This is an optimization exercise on Yosys and OpenROAD, whose aim is small area, a short achievable clock period and few clock cycles, not a production implementation.
RTL that was checked went through simulation tests only; none was proved equivalent to the original.
Only the layout flow was run in runs 3 and 4; the RTL was not checked for function there.
Power is estimated from default activity; no workload was simulated.

## flow/flow/run.sh

```bash
#!/bin/bash
bash standard.sh SETUP_SLACK_MARGIN=8 finish > standard.log 2>&1
```

## flow/standard.sh

```bash
#!/bin/bash
# synth_recipe.tcl (not shown) runs the flow's synth.tcl, then flattens the netlist and writes it again
# the make line also repeats each setting of config.mk as NAME=value (left out here)
make -C /OpenROAD-flow-scripts/flow DESIGN_CONFIG=/design/flow/config.mk WORK_HOME=/design/flow/orfs CLKGATE_MAP_FILE= SYNTH_SCRIPT=/design/flow/synth_recipe.tcl "${@:-finish}"
```

## flow/config.mk

```make
export PLATFORM = sky130hd
export DESIGN_NAME = nasa_scale_enc
export DESIGN_NICKNAME = nasa_scale_enc
export VERILOG_FILES = /design/flow/design.v
export SDC_FILE = /design/flow/constraint.sdc
export NUM_CORES = 4
export LEC_CHECK = 0
export CAP_MARGIN = 20
export CORE_MARGIN = 2
export CORE_UTILIZATION = 40
export SLEW_MARGIN = 20
```

## flow/constraint.sdc

```tcl
create_clock -name core_clock -period 12.0 [get_ports {clk}]
set_input_delay 2.4000 -clock core_clock [delete_from_list [all_inputs] [get_ports {clk}]]
set_output_delay 2.4000 -clock core_clock [all_outputs]
set_load 0.01 [all_outputs]
```

## flow/design.v

```verilog
module nasa_scale_enc (
    input  wire        clk,
    input  wire        rst,
    input  wire        start,
    input  wire [31:0] q_num,       
    input  wire [15:0] q_den,       
    input  wire [15:0] a_num,       
    input  wire [15:0] a_den,       
    input  wire [1:0]  width,       
    input  wire        is_signed,
    output wire        ready,
    output reg         done,
    output wire [31:0] bytes_out,
    output reg         range_err
);
    reg         s_idle, s_mul, s_align, s_div, s_fin;
    reg         first;       
    reg  [5:0]  cnt;
    reg         neg;         
    reg  [1:0]  w_r;
    reg         s_r;
    reg         ovf_hi;      
    reg  [64:0] x;
    reg  [31:0] qx;          
    reg  [31:0] pd;          
    wire w8  = (w_r == 2'd0);
    wire w16 = (w_r == 2'd1);
    wire [15:0] mr_or = a_den | a_num;
    reg  [3:0]  top;
    integer i;
    always @* begin
        top = 4'd0;
        for (i = 0; i < 16; i = i + 1)
            if (mr_or[i]) top = i[3:0];
    end
    wire        bn   = x[0];
    wire [32:0] quo  = x[32:0];
    wire [33:0] add_a = s_mul ? {2'd0, x[47:16]} :
                        s_fin ? {2'd0, x[32:1] ^ {32{neg}}} :
                                {1'b0, x[64:32]};
    wire [33:0] add_b = s_mul ? {2'd0, bn ? qx : 32'd0} :
                        s_fin ? 34'd0 :
                                {2'b11, ~pd};
    wire        add_c = s_mul ? (bn & neg) : s_fin ? (rnd_c ^ neg) : 1'b1;
    wire [33:0] sum   = add_a + add_b + {33'd0, add_c};
    wire        q_bit = !sum[33];
    wire        bd    = pd[0];
    wire [16:0] sum_d = {1'b0, pd[31:16]} + (bd ? {1'b0, x[64:49]} : 17'd0);
    wire        r_nz  = |x[64:33];
    wire        rnd_c = x[0] && (r_nz || x[1]);
    wire [31:0] q     = x[32:1];
    wire hi7  = q[7],  hi15 = q[15], hi31 = q[31];
    wire lo7z = ~|q[6:0],  lo15z = ~|q[14:0],  lo31z = ~|q[30:0];
    wire lo7o = &q[6:0],   lo15o = &q[14:0],   lo31o = &q[30:0];
    wire hiK  = w8 ? hi7  : w16 ? hi15  : hi31;
    wire loKz = w8 ? lo7z : w16 ? lo15z : lo31z;
    wire loKo = w8 ? lo7o : w16 ? lo15o : lo31o;
    wire mag0 = !hiK && loKz && !rnd_c;                  
    wire in_range = s_r ? (neg ? (!hiK || (loKz && !rnd_c))            
                               : (!hiK && !(loKo && rnd_c)))           
                        : (neg ? mag0
                               : !(hiK && loKo && rnd_c));             
    assign ready = s_idle;
    assign bytes_out = range_err ? 32'd0 :
                       {x[31:16] & {16{!w8 && !w16}}, x[15:8] & {8{!w8}}, x[7:0]};
    wire [5:0] n_div = w8 ? 6'd9 : w16 ? 6'd17 : 6'd33;
    always @(posedge clk) begin
        if (s_idle) begin
            x   <= {q_den, 1'b0, 32'd0, a_den};
            pd  <= {16'd0, a_num};
            qx  <= q_num ^ {32{q_num[31]}};
            neg <= q_num[31];
            w_r <= width;
            s_r <= is_signed;
            cnt <= {2'd0, top};
        end
        if (s_mul) begin
            pd      <= {sum_d, pd[15:1]};
            x[47:0] <= {sum[32:0], x[15:1]};
            if (cnt == 6'd0) x[64:48] <= 17'd0;
            cnt     <= (cnt == 6'd0) ? n_div : cnt - 6'd1;
            ovf_hi  <= 1'b0;
        end
        if (s_align) begin
            x      <= w8 ? {x[40:0], 24'd0} : {1'b0, x[47:0], 16'd0};
            ovf_hi <= w8 && (|x[47:41]);
        end
        if (s_div) begin
            x         <= {q_bit ? sum[31:0] : x[63:32], x[31:0], q_bit};
            cnt       <= cnt - 6'd1;
            range_err <= 1'b1;
        end
        if (s_fin) begin
            x[31:0]   <= sum[31:0];
            range_err <= !in_range;
        end
    end
    always @(posedge clk) begin
        if (rst) begin
            s_idle  <= 1'b1;
            s_mul   <= 1'b0;
            s_align <= 1'b0;
            s_div   <= 1'b0;
            s_fin   <= 1'b0;
            done    <= 1'b0;
            first   <= 1'b0;
        end else begin
            done <= 1'b0;
            if (s_idle && start) begin
                s_idle <= 1'b0;
                s_mul  <= 1'b1;
            end
            if (s_mul && cnt == 6'd0) begin
                s_mul   <= 1'b0;
                s_align <= !w_r[1];
                s_div   <= w_r[1];
                first   <= 1'b1;
            end
            if (s_align) begin
                s_align <= 1'b0;
                s_div   <= 1'b1;
            end
            if (s_div) begin
                first <= 1'b0;
                if (first && (ovf_hi || q_bit)) begin
                    s_div  <= 1'b0;
                    s_idle <= 1'b1;
                    done   <= 1'b1;
                end else if (cnt == 6'd0) begin
                    s_div <= 1'b0;
                    s_fin <= 1'b1;
                end
            end
            if (s_fin) begin
                s_fin  <= 1'b0;
                s_idle <= 1'b1;
                done   <= 1'b1;
            end
        end
    end
endmodule
```

==> impl_summary.log, run 1 <==
[metrics] area used by multi-input combinational logic: 8120 um2
[metrics] leading cell type in the layout, fill and taps excluded: sky130_fd_sc_hd__nand2_1
[metrics] proportion of synthesized chip area in sequential cells: 34.7%
[metrics] Area growth syn-to-layout: 31.4%
[metrics] Clock Sink Count: 147
[metrics] internal power contribution: 1.57 mW
[metrics] critical register-to-register path startpoint: x[39]$_DFFE_PP_
[metrics] setup slack of the most critical reg-to-reg path: 7.65 ns
[metrics] start point of the worst min-delay path: s_div$_SDFF_PP0_
[metrics] critical path required time: 12.15 ns
[metrics] Worst Clk Skew: 0.0147 ns
[metrics] buffers from clock root to sink, at most: 2
[metrics] startpoint kind of the worst setup timing path: flip-flop
[metrics] fin. max-slew vios: 0
[metrics] final core utilization: 53.3%
[metrics] Switch Pwr: 1.21 mW
[metrics] share of total power in the clock network: 20.0%
[metrics] Distinct cells, synth: 73
[metrics] number of nets produced by synthesis: 1,535
[metrics] GRT Util Overall: 29.7%
[metrics] cell chain of the critical path: nor4_2, nand3_1, o31ai_4, a21o_1, a22oi_2, fa_2, nand2b_4, a21o_1, and2_4, o211ai_4, a31oi_4, o31ai_4, buf_6, xnor2_4, buf_12, mux2i_1, a21oi_1
[metrics] routability cong.: 0.960
[metrics] number of warnings issued by yosys: 1
[metrics] Hold WC Path Type: reg -> reg
[metrics] number of input and output port buffers inserted: 120
[metrics] peak clock frequency supported by timing: 230 MHz
[metrics] Final Setup Violations: 0
[metrics] half-perimeter wire length of the detailed placement result: 31,400 um
[metrics] Worst Tran Pin Value: 1.09 ns
[metrics] Endpoint, Worst Hold: first$_SDFFE_PP0P_
[metrics] number of nets in the layout: 1,669
[metrics] worst slack at placement: 6.20 ns
[metrics] Sequential cell area: 4210 um2
[metrics] number of global-route vias before repair: 11,200
[metrics] register clock-pin slew on the reported worst setup and hold paths: 0.07 ns
[metrics] proportion of synthesized flip-flops having asynchronous set or reset: 0%
[metrics] vertical extent of the die: 177 um
[metrics] proportion of power drawn by flip-flops and latches: 27.4%
[metrics] total number of placement rows: 63
[metrics] number of top-level pins: 121
[metrics] RSZ-0062 raised after global routing: true
[metrics] clock latency reported for the late side of the worst-skew pair: 0.45 ns
[metrics] First DRT Iteration DRCs: 1,664
[metrics] number of CTS-inserted buffers: 17
[metrics] synthesized instance count: 1,396
[metrics] Root Driver: sky130_fd_sc_hd__clkbuf_16
[metrics] critical path capture point type: flip-flop
[metrics] peak supply drop: 0.107 mV
[metrics] fraction of final layout cells sized beyond drive strength 1: 25.1%
[metrics] number of nets with antenna violations after routing: 0
[metrics] final-layout setup total negative slack: 0 ns
[metrics] worst hold stages: 1
[metrics] die outline area: 31,500 um2
[metrics] Avg Inst Size Synth: 8.62 um2
[metrics] Via-to-Cell Ratio: 6.31
[metrics] CTS tree: done
[metrics] initial antenna violation count: 1
[metrics] combined area of all synthesized cells: 12,000 um2
[metrics] maximum cell stage delay along the critical path: 0.50 ns
[metrics] wire length of the first global-routing pass: 69,500 um
[metrics] final global-route overflow total: 0
[metrics] remaining design rule violation count: 0
[metrics] Final Power: 2.78 mW
[metrics] FF+latch count, synth: 147
[metrics] dominant delay contributor by cell family on the critical path: compound AO/OA/AOI/OAI gates
[metrics] Layout fillers: 2,701
[metrics] drt total wl: 48,600 um
[metrics] start-to-end type of the worst setup path: reg -> reg
[metrics] period utilisation layout: 36.3%
[metrics] time the final worst path needs with I/O delays and setup: 4.35 ns
[metrics] power per cell area: 176 nW/um2
[metrics] fin worst setup slack: 7.65 ns
[metrics] initial core utilization: 40.6%
[metrics] total iterations of the first detailed-routing run: 6
[metrics] commonest non-fill, non-tap cells in the layout: sky130_fd_sc_hd__nand2_1 (147), sky130_fd_sc_hd__edfxtp_1 (123), sky130_fd_sc_hd__nor2_1 (108), sky130_fd_sc_hd__a21oi_1 (101), sky130_fd_sc_hd__o21ai_0 (84)
[metrics] detailed-route wire length per cell: 25.1 um
[metrics] most common flop cell mapped by yosys: sky130_fd_sc_hd__edfxtp_1
[metrics] count of endpoints failing hold in the final timing report: 0
[metrics] Maximum Capacitance Violations: 0
[metrics] worst rel slew slack: 27.4%
[metrics] fraction of power consumed by combinational cells: 52.6%
[metrics] Die W: 177 um
[metrics] antenna diode instance count: 0
[metrics] Std-Cell Core Area: 29,600 um2
[metrics] Crit Path Max Fanout: 5
[metrics] final-layout worst hold slack: 0.526 ns
[metrics] Static Leak: 6.12 nW
[metrics] Slowest cell on crit path: sky130_fd_sc_hd__edfxtp_1
[metrics] Buf+Inv Stages, Crit Path: 2
[metrics] switching part of the total: 43.6%
[metrics] r2r endpoint: x[34]$_DFFE_PP_
[metrics] outcome: complete, no violations
[metrics] length in cells of the worst reg-to-reg path: 17
[metrics] via total after detailed routing: 12,200
[metrics] signal arrival time at the worst endpoint: 4.50 ns
[metrics] H-tree Lvls: 4
[metrics] number of synthesized flops with an enable pin: 123
[metrics] pin count of the biggest net entering global routing: 99
-- timing repair --
action	4_1_cts	5_1_grt
pin swaps	37	58
buffers inserted	55	29
setup endpoints to repair	103	79
hold buffers	0	0
hold endpoints to repair	0	0
gates resized for setup	203	141
gates cloned	7	5
-- layout make-up --
| class | instances | share of cell area (%) |
|---|---|---|
| Inverter | 30 | 0.736 |
| Timing Repair Buffer | 229 | 14.4 |
| Multi-Input combinational cell | 1104 | 51.4 |
| Tap cell | 390 | 3.09 |
| Clock buffer | 19 | 2.94 |
| Timing Repair inverter | 1 | 0.0317 |
| Clock inverter | 13 | 0.799 |
| Sequential cell | 147 | 26.6 |
-- state kept, by name, indices dropped and copies added (netlist names) --
register   count
s_idle         1
cnt            6
pd            32
first          1
s_r            1
range_err      1
qx            31
s_div          1
neg            1
s_align        1
ovf_hi         1
x             65
done           1
s_fin          1
w_r            2
s_mul          1
-- worst max path at each step --
| stage | from | depth (start not counted) | end |
|---|---|---|---|
| after global placement | s_mul$_SDFFE_PP0P_ | 15 | x[33]$_DFFE_PP_ |
| after CTS | x[63]$_DFF_P_ | 16 | x[34]$_DFFE_PP_ |
| after floorplan | neg$_DFFE_PP_ | 17 | x[33]$_DFFE_PP_ |
| final | x[39]$_DFFE_PP_ | 17 | x[34]$_DFFE_PP_ |
| after global routing | x[39]$_DFFE_PP_ | 17 | x[39]$_DFFE_PP_ |
| after detailed placement | s_mul$_SDFFE_PP0P_ | 15 | x[34]$_DFFE_PP_ |
-- stage by stage --
step | cells | cell area [um2]
floorplan | 1396 | 12000
CTS | 1899 | 15100
finish | 1933 | 15800
global route | 1933 | 15800
global placement | 1805 | 13400
detailed placement | 1805 | 13400
-- power by group through the flow --
stage | logic [mW] | registers (mW) | clock network [mW]
global placement | 0.945 | 0.791 | 0
floorplan | 0.675 | 0.681 | 0
global route | 1.52 | 0.760 | 0.580
detailed placement | 0.942 | 0.790 | 0
CTS | 1.18 | 0.752 | 0.556
finish | 1.46 | 0.763 | 0.557
-- cells in the mapped netlist, types with 4 or more instances --
cell type | n | area share (%)
sky130_fd_sc_hd__nand2_1 | 166 | 5.2
sky130_fd_sc_hd__edfxtp_1 | 123 | 31
sky130_fd_sc_hd__o21ai_0 | 113 | 4.7
sky130_fd_sc_hd__nor2_1 | 112 | 3.5
sky130_fd_sc_hd__a21oi_1 | 111 | 4.6
sky130_fd_sc_hd__clkbuf_1 | 97 | 3.0
sky130_fd_sc_hd__mux2_2 | 70 | 6.6
sky130_fd_sc_hd__xnor2_1 | 60 | 4.4
sky130_fd_sc_hd__ha_1 | 50 | 5.2
sky130_fd_sc_hd__and2_1 | 45 | 2.3
sky130_fd_sc_hd__xor2_1 | 45 | 3.3
sky130_fd_sc_hd__a221oi_1 | 36 | 2.6
sky130_fd_sc_hd__a31oi_1 | 35 | 1.8
sky130_fd_sc_hd__inv_1 | 29 | 0.90
sky130_fd_sc_hd__a211oi_1 | 25 | 1.6
sky130_fd_sc_hd__dfxtp_1 | 24 | 4.0
sky130_fd_sc_hd__nor4_1 | 24 | 1.2
sky130_fd_sc_hd__mux2i_1 | 23 | 1.9
sky130_fd_sc_hd__a21o_1 | 16 | 1.0
sky130_fd_sc_hd__nor2b_1 | 15 | 0.78
sky130_fd_sc_hd__nand4_1 | 14 | 0.73
sky130_fd_sc_hd__nand2b_1 | 13 | 0.68
sky130_fd_sc_hd__nand3_1 | 13 | 0.54
sky130_fd_sc_hd__nor3_1 | 13 | 0.54
sky130_fd_sc_hd__buf_1 | 9 | 0.28
sky130_fd_sc_hd__o211ai_1 | 9 | 0.56
sky130_fd_sc_hd__and3_1 | 6 | 0.31
sky130_fd_sc_hd__o21a_1 | 6 | 0.37
sky130_fd_sc_hd__o22ai_1 | 6 | 0.31
sky130_fd_sc_hd__o31ai_1 | 6 | 0.37
sky130_fd_sc_hd__or2_2 | 5 | 0.26
sky130_fd_sc_hd__a22oi_1 | 4 | 0.25
sky130_fd_sc_hd__nor3b_1 | 4 | 0.25
sky130_fd_sc_hd__o21bai_1 | 4 | 0.25
sky130_fd_sc_hd__or3_1 | 4 | 0.21
-- metal layers --
layer | vias up | GRT usage [%] | wire, um
met4 | 0 | 12.9 | 2730
li1 | 5385 | - | -
met3 | 219 | 8.25 | 5920
met5 | - | 0 | 0
met1 | 5762 | 41.3 | 19600
met2 | 837 | 42.7 | 20400
-- worst reg2reg max path: stages, from the launching register on --
cell                       delay, ns
sky130_fd_sc_hd__edfxtp_1       0.50
sky130_fd_sc_hd__nor4_2         0.36
sky130_fd_sc_hd__nand3_1        0.22
sky130_fd_sc_hd__o31ai_4        0.39
sky130_fd_sc_hd__a21o_1         0.18
sky130_fd_sc_hd__a22oi_2        0.06
sky130_fd_sc_hd__fa_2           0.40
sky130_fd_sc_hd__nand2b_4       0.15
sky130_fd_sc_hd__a21o_1         0.20
sky130_fd_sc_hd__and2_4         0.16
sky130_fd_sc_hd__o211ai_4       0.24
sky130_fd_sc_hd__a31oi_4        0.14
sky130_fd_sc_hd__o31ai_4        0.27
sky130_fd_sc_hd__buf_6          0.16
sky130_fd_sc_hd__xnor2_4        0.18
sky130_fd_sc_hd__buf_12         0.18
sky130_fd_sc_hd__mux2i_1        0.21
sky130_fd_sc_hd__a21oi_1        0.09
-- cell families (layout without fill, tap and decap cells) --
family / after synthesis / after routing / synth area share, %
flops: 147 / 147 / 34.7
xor+xnor: 106 / 106 / 7.78
fa+ha+maj: 53 / 53 / 5.70
buf+inv: 146 / 292 / 4.84
mux: 93 / 93 / 8.46
simple gates: 445 / 446 / 17.3
compound gates: 406 / 406 / 21.2
Testbench counts, summed over its fixed seeds: cycles 81,973.
==> run 2: changes to the inputs <==
==> flow/run.sh (new file) <==
#!/bin/bash
# synth_recipe.tcl (not shown) runs the flow's synth.tcl, then flattens the netlist and writes it again
# the make line also repeats each setting of config.mk as NAME=value (left out here)
make -C /OpenROAD-flow-scripts/flow DESIGN_CONFIG=/design/flow/config.mk WORK_HOME=/design/flow/orfs CLKGATE_MAP_FILE= SYNTH_SCRIPT=/design/flow/synth_recipe.tcl finish
removed: flow/flow/run.sh
removed: flow/standard.sh
==> run 2 against run 1 <==
Still clean on timing, DRC and antenna. Sequential share of layout area up 3.3 points. Clock power down 2%. Total power down 16%. Global-route usage down 1.7 points. Wire length down 8.7%. Maximum frequency down 23%. Critical endpoint is now x[47]$_DFFE_PP_.
==> impl_summary.log, run 2 <==
[metrics] pin count of the biggest net entering global routing: 85
[metrics] Slowest cell on crit path: sky130_fd_sc_hd__dfxtp_4
[metrics] antenna diode instance count: 0
[metrics] cell chain of the critical path: inv_1, nand2_1, buf_4, o21ai_0, ha_1, a211oi_1, o211ai_1, a221oi_2, nand3b_1, a31oi_1, o31ai_4, xnor2_4, nand2_1, a32oi_1
[metrics] critical path capture point type: flip-flop
[metrics] setup slack of the most critical reg-to-reg path: 6.37 ns
[metrics] CTS tree: done
[metrics] buffers from clock root to sink, at most: 2
[metrics] number of top-level pins: 121
[metrics] detailed-route wire length per cell: 24.2 um
[metrics] combined area of all synthesized cells: 12,000 um2
[metrics] synthesized instance count: 1,396
[metrics] number of placed instances with taps included: 1,804
[metrics] Maximum Capacitance Violations: 0
[metrics] signal arrival time at the worst endpoint: 5.90 ns
[metrics] most used standard cells in the synthesized netlist: sky130_fd_sc_hd__nand2_1 (166), sky130_fd_sc_hd__edfxtp_1 (123), sky130_fd_sc_hd__o21ai_0 (113), sky130_fd_sc_hd__nor2_1 (112), sky130_fd_sc_hd__a21oi_1 (111)
[metrics] worst rel slew slack: 29.4%
[metrics] power per cell area: 167 nW/um2
[metrics] Root Driver: sky130_fd_sc_hd__clkbuf_16
[metrics] CP dominant cell by count: sky130_fd_sc_hd__nand2_1
[metrics] number of synthesized flops with an enable pin: 123
[metrics] final-layout setup total negative slack: 0 ns
[metrics] Via-to-Cell Ratio: 6.18
[metrics] Most flops, register: x
[metrics] CTS Hold Bufs: 0
[metrics] peak clock frequency supported by timing: 178 MHz
[metrics] peak supply drop: 0.114 mV
[metrics] GRT Util Overall: 27.9%
[metrics] area leader, netlist: sky130_fd_sc_hd__edfxtp_1
[metrics] Worst Clk Skew: 0.0176 ns
[metrics] Top Registers: x x65, pd x32, qx x31
[metrics] Crit Path Max Fanout: 78
[metrics] total number of placement rows: 63
[metrics] worst slack at placement: 6.55 ns
[metrics] count of endpoints failing hold in the final timing report: 0
[metrics] leading cell type in the layout, fill and taps excluded: sky130_fd_sc_hd__nand2_1
[metrics] critical path required time: 12.27 ns
[metrics] number of flip-flops under the largest register name: 65
[metrics] initial antenna violation count: 0
[metrics] final-layout worst hold slack: 0.564 ns
[metrics] cts repair resizes: 0
[metrics] Worst Tran Pin Value: 1.06 ns
[metrics] FF+latch count, synth: 147
[metrics] proportion of synthesized chip area in sequential cells: 34.7%
[metrics] number of input and output port buffers inserted: 120
[metrics] clock latency reported for the late side of the worst-skew pair: 0.44 ns
[metrics] commonest non-fill, non-tap cells in the layout: sky130_fd_sc_hd__nand2_1 (166), sky130_fd_sc_hd__edfxtp_1 (123), sky130_fd_sc_hd__clkdlybuf4s50_1 (119), sky130_fd_sc_hd__o21ai_0 (113), sky130_fd_sc_hd__a21oi_1 (111)
[metrics] RSZ-0062 raised after global routing: false
[metrics] number of nets with antenna violations after routing: 0
[metrics] Distinct cells, synth: 73
[metrics] fin worst setup slack: 6.37 ns
[metrics] Clock Sink Count: 147
[metrics] top cells by area, synth: sky130_fd_sc_hd__edfxtp_1 (31%), sky130_fd_sc_hd__mux2_2 (6.6%), sky130_fd_sc_hd__ha_1 (5.2%), sky130_fd_sc_hd__nand2_1 (5.2%), sky130_fd_sc_hd__o21ai_0 (4.7%)
[metrics] First DRT Iteration DRCs: 1,755
[metrics] Static Leak: 5.16 nW
[metrics] outcome: complete, no violations
[metrics] total iterations of the first detailed-routing run: 6
[metrics] wire length of the first global-routing pass: 65,700 um
[metrics] Area growth syn-to-layout: 16.2%
[metrics] final global-route overflow total: 0
[metrics] proportion of synthesized flip-flops having asynchronous set or reset: 0%
[metrics] fin. max-slew vios: 0
[metrics] Std-Cell Core Area: 29,600 um2
[metrics] remaining design rule violation count: 0
[metrics] vertical extent of the die: 177 um
[metrics] post-CTS setup repair buffer count: 0
[metrics] time the final worst path needs with I/O delays and setup: 5.63 ns
[metrics] register clock-pin slew on the reported worst setup and hold paths: 0.07 ns
[metrics] number of non-filler instances in the completed layout: 1,836
[metrics] number of nets produced by synthesis: 1,535
[metrics] Die W: 177 um
[metrics] routability cong.: 0.947
[metrics] number of CTS-inserted buffers: 17
[metrics] via total after detailed routing: 11,300
[metrics] period utilisation layout: 46.9%
[metrics] maximum cell stage delay along the critical path: 0.84 ns
[metrics] drt total wl: 44,400 um
[metrics] H-tree Lvls: 4
[metrics] start-to-end type of the worst setup path: reg -> reg
[metrics] number of warnings issued by yosys: 1
[metrics] Hold WC Path Type: reg -> reg
[metrics] final core utilization: 47.2%
[metrics] share of the synthesized area in the top cell type: 30.7%
[metrics] startpoint kind of the worst setup timing path: flip-flop
[metrics] Avg Inst Size Synth: 8.62 um2
[metrics] fraction of final layout cells sized beyond drive strength 1: 9.47%
[metrics] die outline area: 31,500 um2
[metrics] initial core utilization: 40.6%
[metrics] half-perimeter wire length of the detailed placement result: 31,800 um
[metrics] number of nets in the layout: 1,572
[metrics] Final Setup Violations: 0
[metrics] number of global-route vias before repair: 10,400
[metrics] most common flop cell mapped by yosys: sky130_fd_sc_hd__edfxtp_1
[metrics] cell with the most instances after synthesis: sky130_fd_sc_hd__nand2_1
## run 2: changes by cell type in the layout (fill, tap and decap cells not counted), moves of 15 or more
| cell | previous run | this run |
|---|---|---|
| sky130_fd_sc_hd__clkdlybuf4s50_1 | 78 | 119 |
| sky130_fd_sc_hd__o21ai_0 | 84 | 113 |
| sky130_fd_sc_hd__o21ai_1 | 23 | 3 |
| sky130_fd_sc_hd__buf_4 | 70 | 14 |
| sky130_fd_sc_hd__xnor2_1 | 44 | 59 |
| sky130_fd_sc_hd__buf_6 | 27 | 0 |
| sky130_fd_sc_hd__nand2_1 | 147 | 166 |
## run 2: critical path: cells and delay by family, from the launching register on
family	cells	cell delay [ns]
flops	1	0.84
simple gates	3	0.64
fa+ha+maj	1	0.39
compound gates	7	1.72
buf+inv	2	0.99
xor+xnor	1	0.84
## run 2: logic make-up after synthesis
group | synth area share [%]
simple gates | 17.3
buf+inv | 4.84
mux | 8.46
xor+xnor | 7.78
compound gates | 21.2
flops | 34.7
fa+ha+maj | 5.70
## run 2: layout make-up
| cell class | instances | area (um2) |
|---|---|---|
| clock buffer | 21 | 504 |
| clock inverter | 11 | 82.6 |
| fill | 2911 | 15700 |
| inverter | 30 | 113 |
| multi-input combinational | 1103 | 7310 |
| sequential | 147 | 4180 |
| tap | 390 | 488 |
| timing repair buffer | 134 | 1300 |
## run 2: report_power, final
group          switching, mW  internal, mW  total [mW]
sequential             0.147         0.641       0.788
combinational          0.628         0.368       0.996
clock                  0.238         0.305       0.544
total                   1.01          1.31        2.33
## run 2: per-layer routing
| metal | vias to the layer above | part of all wire [%] | track usage (%) |
|---|---|---|---|
| li1 | 5184 | - | - |
| met1 | 5366 | 43 | 39.5 |
| met2 | 701 | 42 | 41.0 |
| met3 | 93 | 12 | 7.41 |
| met4 | 0 | 3.0 | 9.49 |
| met5 | - | 0 | 0 |
## run 2: path summary, 6_finish.rpt
path | depth (start not counted) | start | to
max | 14 | s_mul$_SDFFE_PP0P_ | x[47]$_DFFE_PP_
min | 2 | first$_SDFFE_PP0P_ | done$_SDFF_PP0_
max reg2reg | 14 | s_mul$_SDFFE_PP0P_ | x[47]$_DFFE_PP_
min reg2reg | 2 | first$_SDFFE_PP0P_ | done$_SDFF_PP0_
## run 2: through the flow
stage	power, mW	cell area [um2]
6_report	2.33	14000
5_1_grt	2.41	14000
4_1_cts	2.28	14000
3_5_place_dp	1.74	13400
3_3_place_gp	1.74	13400
2_1_floorplan	1.36	12000
==> run 3: changes to the inputs <==
--- a/flow/design.v
+++ b/flow/design.v
@@ -14,6 +14,7 @@
     output reg         range_err
 );
     reg         s_idle, s_mul, s_align, s_div, s_fin;
+    reg         mul1;        
     reg         first;       
     reg  [5:0]  cnt;
     reg         neg;         
@@ -25,7 +26,7 @@
     reg  [31:0] pd;          
     wire w8  = (w_r == 2'd0);
     wire w16 = (w_r == 2'd1);
-    wire [15:0] mr_or = a_den | a_num;
+    wire [15:0] mr_or = x[15:0] | pd[15:0];
     reg  [3:0]  top;
     integer i;
     always @* begin
@@ -61,8 +62,11 @@
                         : (neg ? mag0
                                : !(hiK && loKo && rnd_c));             
     assign ready = s_idle;
-    assign bytes_out = range_err ? 32'd0 :
-                       {x[31:16] & {16{!w8 && !w16}}, x[15:8] & {8{!w8}}, x[7:0]};
+    assign bytes_out = x[31:0];
+    wire [31:0] wmask = {{16{!w8 && !w16}}, {8{!w8}}, 8'hff};
+    wire       mul_last = mul1 ? ~|mr_or[15:1] : (cnt == 6'd0);
+    wire [3:0] top_m1   = top - 4'd1;
+    wire       ovf0     = first && (ovf_hi || q_bit);    
     wire [5:0] n_div = w8 ? 6'd9 : w16 ? 6'd17 : 6'd33;
     always @(posedge clk) begin
         if (s_idle) begin
@@ -72,13 +76,12 @@
             neg <= q_num[31];
             w_r <= width;
             s_r <= is_signed;
-            cnt <= {2'd0, top};
         end
         if (s_mul) begin
             pd      <= {sum_d, pd[15:1]};
             x[47:0] <= {sum[32:0], x[15:1]};
-            if (cnt == 6'd0) x[64:48] <= 17'd0;
-            cnt     <= (cnt == 6'd0) ? n_div : cnt - 6'd1;
+            if (mul_last) x[64:48] <= 17'd0;
+            cnt     <= mul_last ? n_div : mul1 ? {2'd0, top_m1} : cnt - 6'd1;
             ovf_hi  <= 1'b0;
         end
         if (s_align) begin
@@ -86,12 +89,12 @@
             ovf_hi <= w8 && (|x[47:41]);
         end
         if (s_div) begin
-            x         <= {q_bit ? sum[31:0] : x[63:32], x[31:0], q_bit};
+            x         <= {q_bit ? sum[31:0] : x[63:32], x[31:0] & {32{!ovf0}}, q_bit && !first};
             cnt       <= cnt - 6'd1;
             range_err <= 1'b1;
         end
         if (s_fin) begin
-            x[31:0]   <= sum[31:0];
+            x[31:0]   <= sum[31:0] & wmask & {32{in_range}};
             range_err <= !in_range;
         end
     end
@@ -104,13 +107,16 @@
             s_fin   <= 1'b0;
             done    <= 1'b0;
             first   <= 1'b0;
+            mul1    <= 1'b0;
         end else begin
             done <= 1'b0;
+            mul1 <= 1'b0;
             if (s_idle && start) begin
                 s_idle <= 1'b0;
                 s_mul  <= 1'b1;
+                mul1   <= 1'b1;
             end
-            if (s_mul && cnt == 6'd0) begin
+            if (s_mul && mul_last) begin
                 s_mul   <= 1'b0;
                 s_align <= !w_r[1];
                 s_div   <= w_r[1];
@@ -122,7 +128,7 @@
             end
             if (s_div) begin
                 first <= 1'b0;
-                if (first && (ovf_hi || q_bit)) begin
+                if (ovf0) begin
                     s_div  <= 1'b0;
                     s_idle <= 1'b1;
                     done   <= 1'b1;
==> flow/flow/run.sh (new file) <==
#!/bin/bash
bash standard.sh SETUP_SLACK_MARGIN=8 finish > standard.log 2>&1
==> flow/standard.sh (new file) <==
#!/bin/bash
# synth_recipe.tcl (not shown) runs the flow's synth.tcl, then flattens the netlist and writes it again
# the make line also repeats each setting of config.mk as NAME=value (left out here)
make -C /OpenROAD-flow-scripts/flow DESIGN_CONFIG=/design/flow/config.mk WORK_HOME=/design/flow/orfs CLKGATE_MAP_FILE= SYNTH_SCRIPT=/design/flow/synth_recipe.tcl "${@:-finish}"
removed: flow/run.sh
==> run 3 against run 2 <==
Still clean. Hold slack worse by 0.038 ns. Total power is 14% higher. First-iteration DRC count increased by 1.3%. Worst setup slack better by 1.1 ns. Clock power increased by 6.1%. Combinational power up 37%. Critical path type unchanged.
==> impl_summary.log, run 3 <==
[metrics] outcome: complete, no violations
[metrics] Top Registers: x x65, pd x32, qx x31
[metrics] drt total wl: 51,400 um
[metrics] combined area of all synthesized cells: 12,500 um2
[metrics] fin. max-slew vios: 0
[metrics] period utilisation layout: 37.8%
[metrics] initial antenna violation count: 0
[metrics] Via-to-Cell Ratio: 6.30
[metrics] number of nets produced by synthesis: 1,615
[metrics] routability cong.: 0.951
[metrics] buffers from clock root to sink, at most: 2
[metrics] length in cells of the worst reg-to-reg path: 18
[metrics] Final Setup Violations: 0
[metrics] detailed-route wire length per cell: 25.7 um
[metrics] Layout fillers: 2,895
[metrics] Worst Setup SP: x[57]$_DFF_P_
[metrics] number of nets with antenna violations after routing: 0
[metrics] wire length of the first global-routing pass: 74,600 um
[metrics] power per cell area: 170 nW/um2
[metrics] number of top-level pins: 121
[metrics] Maximum Capacitance Violations: 0
[metrics] final core utilization: 51.0%
[metrics] final global-route overflow total: 0
[metrics] Std-Cell Core Area: 30,700 um2
[metrics] CTS Hold Bufs: 0
[metrics] number of global-route vias before repair: 11,600
[metrics] number of warnings issued by yosys: 1
[metrics] cell with the most instances after synthesis: sky130_fd_sc_hd__nand2_1
[metrics] Sequential cell area: 4210 um2
[metrics] startpoint kind of the worst setup timing path: flip-flop
[metrics] Static Leak: 6.18 nW
[metrics] CTS tree: done
[metrics] fraction of final layout cells sized beyond drive strength 1: 18.6%
[metrics] vertical extent of the die: 181 um
[metrics] number of nets in the layout: 1,732
[metrics] H-tree Lvls: 4
[metrics] number of input and output port buffers inserted: 120
[metrics] start-to-end type of the worst setup path: reg -> reg
[metrics] peak supply drop: 0.0666 mV
[metrics] synthesized-area fraction occupied by ao, oa, aoi and oai cells: 20.6%
[metrics] Adder-Cell Fraction of Synth Area: 5.60%
[metrics] Distinct cells, synth: 79
[metrics] proportion of synthesized chip area in sequential cells: 33.6%
[metrics] final-layout setup total negative slack: 0 ns
[metrics] r2r endpoint: x[37]$_DFFE_PP_
[metrics] Root Driver: sky130_fd_sc_hd__clkbuf_16
[metrics] Worst Tran Pin Value: 1.16 ns
[metrics] clock latency reported for the late side of the worst-skew pair: 0.45 ns
[metrics] time the final worst path needs with I/O delays and setup: 4.54 ns
[metrics] critical register-to-register path startpoint: x[57]$_DFF_P_
[metrics] Hold WC Path Type: reg -> reg
[metrics] GRT Util Overall: 30.4%
[metrics] Most flops, register: x
[metrics] number of synthesized flops with an enable pin: 123
[metrics] critical path capture point type: flip-flop
[metrics] Area growth syn-to-layout: 25.5%
[metrics] number of flip-flops under the largest register name: 65
[metrics] Clock Sink Count: 148
[metrics] multiplexer share of the synthesized area: 6.63%
[metrics] total iterations of the first detailed-routing run: 9
[metrics] First DRT Iteration DRCs: 1,778
[metrics] Crit Path Max Fanout: 5
[metrics] most used standard cells in the synthesized netlist: sky130_fd_sc_hd__nand2_1 (227), sky130_fd_sc_hd__edfxtp_1 (123), sky130_fd_sc_hd__nor2_1 (119), sky130_fd_sc_hd__o21ai_0 (108), sky130_fd_sc_hd__a21oi_1 (98)
[metrics] pin count of the biggest net entering global routing: 66
[metrics] proportion of synthesized flip-flops having asynchronous set or reset: 0%
[metrics] leading cell type in the layout, fill and taps excluded: sky130_fd_sc_hd__nand2_1
[metrics] RSZ-0062 raised after global routing: true
[metrics] setup slack of the most critical reg-to-reg path: 7.46 ns
[metrics] count of endpoints failing hold in the final timing report: 0
[metrics] share of the synthesized area in the top cell type: 29.6%
[metrics] FF+latch count, synth: 148
[metrics] signal arrival time at the worst endpoint: 4.71 ns
[metrics] remaining design rule violation count: 0
[metrics] die outline area: 32,600 um2
[metrics] Worst Clk Skew: 0.0128 ns
[metrics] top cells by area, synth: sky130_fd_sc_hd__edfxtp_1 (30%), sky130_fd_sc_hd__nand2_1 (6.8%), sky130_fd_sc_hd__ha_1 (5.1%), sky130_fd_sc_hd__o21ai_0 (4.3%), sky130_fd_sc_hd__dfxtp_1 (4.0%)
[metrics] area used by multi-input combinational logic: 7760 um2
[metrics] Die W: 181 um
[metrics] Avg Inst Size Synth: 8.46 um2
[metrics] area leader, netlist: sky130_fd_sc_hd__edfxtp_1
[metrics] post-synthesis share of cell area spent on and, or, nand and nor gates: 19.3%
[metrics] via total after detailed routing: 12,600
[metrics] commonest non-fill, non-tap cells in the layout: sky130_fd_sc_hd__nand2_1 (213), sky130_fd_sc_hd__edfxtp_1 (123), sky130_fd_sc_hd__nor2_1 (117), sky130_fd_sc_hd__clkdlybuf4s50_1 (114), sky130_fd_sc_hd__o21ai_0 (100)
[metrics] largest family of logic cells by synthesized area: compound AO/OA/AOI/OAI gates
[metrics] half-perimeter wire length of the detailed placement result: 33,300 um
[metrics] critical path required time: 12.17 ns
[metrics] most common flop cell mapped by yosys: sky130_fd_sc_hd__edfxtp_1
[metrics] peak clock frequency supported by timing: 220 MHz
[metrics] synthesized instance count: 1,475
[metrics] initial core utilization: 40.7%
[metrics] register clock-pin slew on the reported worst setup and hold paths: 0.08 ns
[metrics] number of CTS-inserted buffers: 17
[metrics] antenna diode instance count: 0
[metrics] worst rel slew slack: 22.3%
[metrics] Post-Synth XOR/XNOR Area: 7.09%
[metrics] total number of placement rows: 64
[metrics] destination of the critical timing path: x[37]$_DFFE_PP_
==> run 3: changes by cell type after synthesis, moves of 23 or more <==
cell / previous run / this run
sky130_fd_sc_hd__and2_1: 45 / 22
sky130_fd_sc_hd__nand2_1: 166 / 227
sky130_fd_sc_hd__buf_4: 1 / 35
sky130_fd_sc_hd__mux2_2: 70 / 29
sky130_fd_sc_hd__mux2i_1: 23 / 50
sky130_fd_sc_hd__a31oi_1: 35 / 6
==> run 3: metal layers <==
metal  routed length [um]  track usage (%)
met1                21000             41.8
met4                 2440             12.6
met2                21300             44.3
met3                 6710             8.95
met5                    0                0
==> run 3: layout make-up <==
class,count,area share [%]
Inverter,30,0.768
Timing Repair Buffer,247,15.6
Timing Repair inverter,1,0.0320
Clock inverter,15,1.18
Multi-Input combinational cell,1147,49.6
Tap cell,396,3.17
Clock buffer,17,2.72
Sequential cell,148,26.9
==> run 3: through the flow <==
stage / power [mW] / instances / setup WS (ns) / area [um2] / hold slack, ns
6_report: 2.66 / 2001 / 7.46 / 15700 / 0.526
4_1_cts: 2.57 / 1992 / 7.59 / 15400 / 0.566
3_3_place_gp: 1.81 / 1865 / 6.35 / 13600 / 0.549
2_1_floorplan: 1.43 / 1475 / 7.97 / 12500 / 0.490
3_5_place_dp: 1.82 / 1865 / 6.17 / 13600 / 0.550
5_1_grt: 2.73 / 2001 / 7.37 / 15700 / 0.548
==> run 3: where the power goes <==
group / internal, mW / total, mW / switching [mW]
clock: 0.317 / 0.577 / 0.260
sequential: 0.647 / 0.725 / 0.0779
combinational: 0.539 / 1.36 / 0.816
total: 1.50 / 2.66 / 1.15
==> run 3: repair_timing <==
action | 4_1_cts | 5_1_grt
endpoints found under the setup margin | 94 | 75
setup buffers | 90 | 7
pin swaps | 46 | 19
gates resized for setup | 92 | 34
gates cloned | 5 | 2
==> run 3: worst max-delay path: stages, from the launching register on <==
cell	delay, ns
sky130_fd_sc_hd__dfxtp_1	0.39
sky130_fd_sc_hd__nor4_1	0.31
sky130_fd_sc_hd__nand4_1	0.30
sky130_fd_sc_hd__o31ai_4	0.28
sky130_fd_sc_hd__buf_4	0.16
sky130_fd_sc_hd__o21ai_2	0.05
sky130_fd_sc_hd__a2bb2oi_2	0.22
sky130_fd_sc_hd__fa_2	0.27
sky130_fd_sc_hd__nor2b_2	0.05
sky130_fd_sc_hd__o31a_1	0.30
sky130_fd_sc_hd__o211ai_1	0.31
sky130_fd_sc_hd__a31o_2	0.25
sky130_fd_sc_hd__a311o_1	0.28
sky130_fd_sc_hd__a21oi_4	0.13
sky130_fd_sc_hd__o211ai_4	0.38
sky130_fd_sc_hd__buf_12	0.16
sky130_fd_sc_hd__buf_16	0.12
sky130_fd_sc_hd__mux2i_1	0.21
sky130_fd_sc_hd__a21oi_1	0.09
==> run 3: cells by family (layout without fill, tap and decap cells) <==
family,count (synthesis),in the layout
AND/OR/NAND/NOR,526,526
AO/OA/AOI/OAI,386,387
buffers and inverters,181,310
flip-flops,148,148
XOR/XNOR,101,101
multiplexers,79,79
adder cells (fa/ha/maj),54,54
==> run 3: how the worst min path moves through the flow <==
stage | to | slack, ns | depth (start not counted) | start
floorplan | s_fin$_SDFF_PP0_ | 0.49 | 2 | s_div$_SDFF_PP0_
global placement | first$_SDFFE_PP0P_ | 0.55 | 2 | first$_SDFFE_PP0P_
detailed placement | first$_SDFFE_PP0P_ | 0.55 | 2 | first$_SDFFE_PP0P_
CTS | first$_SDFFE_PP0P_ | 0.57 | 2 | first$_SDFFE_PP0P_
global route | s_idle$_SDFF_PP1_ | 0.55 | 2 | s_fin$_SDFF_PP0_
finish | s_idle$_SDFF_PP1_ | 0.53 | 2 | s_fin$_SDFF_PP0_
==> run 4: changes to the inputs <==
==> flow/flow/run.sh (replaced) <==
#!/bin/bash
bash standard.sh SETUP_SLACK_MARGIN=9 finish > standard.log 2>&1
==> run 4 against run 3 <==
Synthesized area did not move. Die area did not move. Wire length fell by 1.1%. Combinational power rose by 7%. Synthesized cell count did not move. Core utilization rose by 1.6 points. Maximum frequency rose by 0.96%. Final cell count rose by 1.8%. Largest power group unchanged. Highest routed layer unchanged.
==> impl_summary.log, run 4 <==
[metrics] outcome: complete, no violations
[metrics] Worst Clk Skew: 0.0150 ns
[metrics] Post-Synth XOR/XNOR Area: 7.09%
[metrics] proportion of synthesized flip-flops having asynchronous set or reset: 0%
[metrics] share of total power in the clock network: 20.3%
[metrics] Clock Sink Count: 148
[metrics] count of endpoints failing hold in the final timing report: 0
[metrics] internal power contribution: 1.53 mW
[metrics] First DRT Iteration DRCs: 1,913
[metrics] proportion of power drawn by flip-flops and latches: 26.3%
[metrics] number of placed instances with taps included: 1,861
[metrics] initial core utilization: 40.7%
[metrics] start-to-end type of the worst setup path: reg -> reg
[metrics] critical path required time: 12.17 ns
[metrics] dominant delay contributor by cell family on the critical path: compound AO/OA/AOI/OAI gates
[metrics] final global-route overflow total: 0
[metrics] period utilisation layout: 37.4%
[metrics] total iterations of the first detailed-routing run: 8
[metrics] Maximum Capacitance Violations: 0
[metrics] fin. max-slew vios: 0
[metrics] antenna diode instance count: 0
[metrics] half-perimeter wire length of the detailed placement result: 33,000 um
[metrics] CTS tree: done
[metrics] Static Leak: 6.39 nW
[metrics] Hold WC Path Type: reg -> reg
[metrics] met2 wire length: 21,300 um
[metrics] number of global-route vias before repair: 11,800
[metrics] Final Setup Violations: 0
[metrics] number of input and output port buffers inserted: 120
[metrics] number of top-level pins: 121
[metrics] Via-to-Cell Ratio: 6.19
[metrics] number of nets produced by synthesis: 1,615
[metrics] startpoint kind of the worst setup timing path: flip-flop
[metrics] RSZ-0062 raised after global routing: true
[metrics] combined area of all synthesized cells: 12,500 um2
[metrics] fraction of power consumed by combinational cells: 53.4%
[metrics] Top Registers: x x65, pd x32, qx x31
[metrics] Buf+Inv Stages, Crit Path: 3
[metrics] buffers from clock root to sink, at most: 2
[metrics] clock latency reported for the late side of the worst-skew pair: 0.45 ns
[metrics] detailed-routing wirelength on met1: 20,500 um
[metrics] number of non-filler instances in the completed layout: 2,038
[metrics] number of synthesized flops with an enable pin: 123
[metrics] total number of placement rows: 64
[metrics] share of the synthesized area in the top cell type: 29.6%
[metrics] die outline area: 32,600 um2
[metrics] cell chain of the critical path: nor4_4, nand4_1, o31ai_4, buf_4, o21ai_2, a2bb2oi_2, fa_2, nor2b_2, o31a_1, o211ai_1, a31o_2, a311o_1, a21oi_4, o211ai_4, buf_8, buf_12, mux2i_4, a21oi_2
[metrics] Most flops, register: x
[metrics] signal arrival time at the worst endpoint: 4.66 ns
[metrics] leading cell type in the layout, fill and taps excluded: sky130_fd_sc_hd__nand2_1
[metrics] FF+latch count, synth: 148
[metrics] Worst Tran Pin Value: 0.968 ns
[metrics] remaining design rule violation count: 0
[metrics] power per cell area: 170 nW/um2
[metrics] Root Driver: sky130_fd_sc_hd__clkbuf_16
[metrics] synthesized instance count: 1,475
[metrics] vertical extent of the die: 181 um
[metrics] Area growth syn-to-layout: 29.5%
[metrics] GRT Util Overall: 30.6%
[metrics] proportion of synthesized chip area in sequential cells: 33.6%
[metrics] detailed-route wire length per cell: 25.0 um
[metrics] peak clock frequency supported by timing: 223 MHz
[metrics] time the final worst path needs with I/O delays and setup: 4.49 ns
[metrics] Adder-Cell Fraction of Synth Area: 5.60%
[metrics] pin count of the biggest net entering global routing: 78
[metrics] routability cong.: 0.940
[metrics] area leader, netlist: sky130_fd_sc_hd__edfxtp_1
[metrics] peak supply drop: 0.0797 mV
[metrics] most common flop cell mapped by yosys: sky130_fd_sc_hd__edfxtp_1
[metrics] synthesized-area fraction occupied by ao, oa, aoi and oai cells: 20.6%
[metrics] cell with the most instances after synthesis: sky130_fd_sc_hd__nand2_1
[metrics] via total after detailed routing: 12,600
[metrics] number of warnings issued by yosys: 1
[metrics] register clock-pin slew on the reported worst setup and hold paths: 0.08 ns
[metrics] Switch Pwr: 1.21 mW
[metrics] critical path capture point type: flip-flop
[metrics] Slowest cell on crit path: sky130_fd_sc_hd__o31ai_4
[metrics] switching part of the total: 44.3%
[metrics] Avg Inst Size Synth: 8.46 um2
[metrics] Distinct cells, synth: 79
[metrics] number of nets in the layout: 1,769
[metrics] Layout fillers: 2,775
[metrics] max layer used: met4
[metrics] top cells by area, synth: sky130_fd_sc_hd__edfxtp_1 (30%), sky130_fd_sc_hd__nand2_1 (6.8%), sky130_fd_sc_hd__ha_1 (5.1%), sky130_fd_sc_hd__o21ai_0 (4.3%), sky130_fd_sc_hd__dfxtp_1 (4.0%)
[metrics] initial antenna violation count: 0
[metrics] post-synthesis share of cell area spent on and, or, nand and nor gates: 19.3%
[metrics] Die W: 181 um
[metrics] fraction of final layout cells sized beyond drive strength 1: 24.8%
[metrics] maximum cell stage delay along the critical path: 0.40 ns
[metrics] H-tree Lvls: 4
[metrics] commonest non-fill, non-tap cells in the layout: sky130_fd_sc_hd__nand2_1 (214), sky130_fd_sc_hd__edfxtp_1 (123), sky130_fd_sc_hd__nor2_1 (117), sky130_fd_sc_hd__buf_4 (103), sky130_fd_sc_hd__o21ai_0 (87)
[metrics] final-layout setup total negative slack: 0 ns
[metrics] number of flip-flops under the largest register name: 65
[metrics] drt total wl: 50,900 um
[metrics] most used standard cells in the synthesized netlist: sky130_fd_sc_hd__nand2_1 (227), sky130_fd_sc_hd__edfxtp_1 (123), sky130_fd_sc_hd__nor2_1 (119), sky130_fd_sc_hd__o21ai_0 (108), sky130_fd_sc_hd__a21oi_1 (98)
[metrics] number of nets with antenna violations after routing: 0
[metrics] number of CTS-inserted buffers: 17
[metrics] Crit Path Max Fanout: 8
[metrics] largest family of logic cells by synthesized area: compound AO/OA/AOI/OAI gates
[metrics] routed length on met3: 6630 um
[metrics] Std-Cell Core Area: 30,700 um2
[metrics] worst rel slew slack: 35.0%
[metrics] multiplexer share of the synthesized area: 6.63%
[metrics] wire length of the first global-routing pass: 75,500 um
-- run 4: cell counts after synthesis --
Identical to the previous run, type by type.
-- run 4: power by group through the flow --
stage                     Sequential, mW  Clock, mW  Combinational [mW]
after floorplan                    0.695          0               0.750
after global placement             0.796          0                1.02
after detailed placement           0.796          0                1.03
after CTS                          0.712      0.558                1.34
after global routing               0.723      0.582                1.52
final                              0.720      0.558                1.46
-- run 4: cells by family after synthesis --
| logic type | after synthesis |
|---|---|
| and+or+nand+nor | 526 |
| DFF | 148 |
| xor gates and xnor gates | 101 |
| adders and majority gates | 54 |
| buffers and inverters | 181 |
| muxes | 79 |
| AOI/OAI and AO/OA | 386 |
-- run 4: path summary, 6_finish.rpt --
check,slack [ns],startpoint,to,depth (start not counted)
max reg2reg,7.51,x[49]$_DFF_P_,x[36]$_DFFE_PP_,18
min,0.61,x[48]$_DFF_P_,x[49]$_DFF_P_,2
max,7.51,x[49]$_DFF_P_,x[36]$_DFFE_PP_,18
min reg2reg,0.61,x[48]$_DFF_P_,x[49]$_DFF_P_,2
-- run 4: metrics by stage --
stage	utilization [%]	setup WS [ns]	hold slack, ns	total power, mW	area (um2)
after floorplan	-	8.20	0.494	1.44	12600
after global placement	44.4	6.66	0.570	1.82	13600
after detailed placement	44.4	6.53	0.570	1.82	13600
after CTS	51.3	7.72	0.582	2.61	15700
after global routing	52.7	7.43	0.620	2.83	16200
final	52.7	7.51	0.605	2.74	16200
-- run 4: layout make-up --
cell class                 count  area [um2]  share of cell area (%)
tap                          396         495                    3.07
timing repair buffer         284        2740                    16.9
sequential                   148        4230                    26.2
clock buffer                  17         425                    2.63
clock inverter                15         166                    1.03
inverter                      30         113                   0.697
multi-input combinational   1148        7990                    49.4
-- run 4: repair_timing --
item                       CTS  global route
hold buffers                 0             0
gates cloned                 2             0
pin swaps                   34            28
setup buffers              124            19
setup endpoints to repair  194           115
gates resized for setup    296            83
-- run 4: layer usage --
metal  up-vias  track usage [%]
met1      5976             42.0
met2       846             44.9
met5         -                0
li1       5640                -
met4         0             12.0
met3       161             9.60
-- run 4: worst register-to-register path: cells and delay by family (launching register included) --
kind                     cells  cell delay [ns]
flip-flops                   1             0.36
AND/OR/NAND/NOR              3             0.60
adder cells (fa/ha/maj)      1             0.26
multiplexers                 1             0.23
buffers and inverters        3             0.52
AO/OA/AOI/OAI               10             2.26

==> static timing again, ports no longer ideal <==
The flow's constraints put no driver on any port. The routed layouts listed below were extracted and timed again, unchanged, in two steps. Step 1: set_driving_cell puts a clkbuf_16 on clk and a buf_2 on each other input, an assumption about the parent block. Step 2, shift: input delay + t, output delay - t, t = (earliest + latest rising clock arrival at the registers) / 2. This alone moves slack from input paths to output paths. a / b / c = ideal ports / drivers / drivers and shift; a / b = the first two.
run	t (ns)	setup WS [ns]	hold WS [ns]	worst slew at a driven data input, ns	cell pins on the clock port's net
run 1	0.487	7.647 / 7.647 / 7.647	0.526 / 0.526 / 0.526	0.04	1
run 2	0.479	6.374 / 6.374 / 6.374	0.564 / 0.564 / 0.564	0.04	1
run 3	0.490	7.465 / 7.465 / 7.465	0.526 / 0.526 / 0.526	0.04	1
run 4	0.489	7.508 / 7.508 / 7.508	0.605 / 0.605 / 0.605	0.04	1
After both steps setup and hold are still met in every run listed.
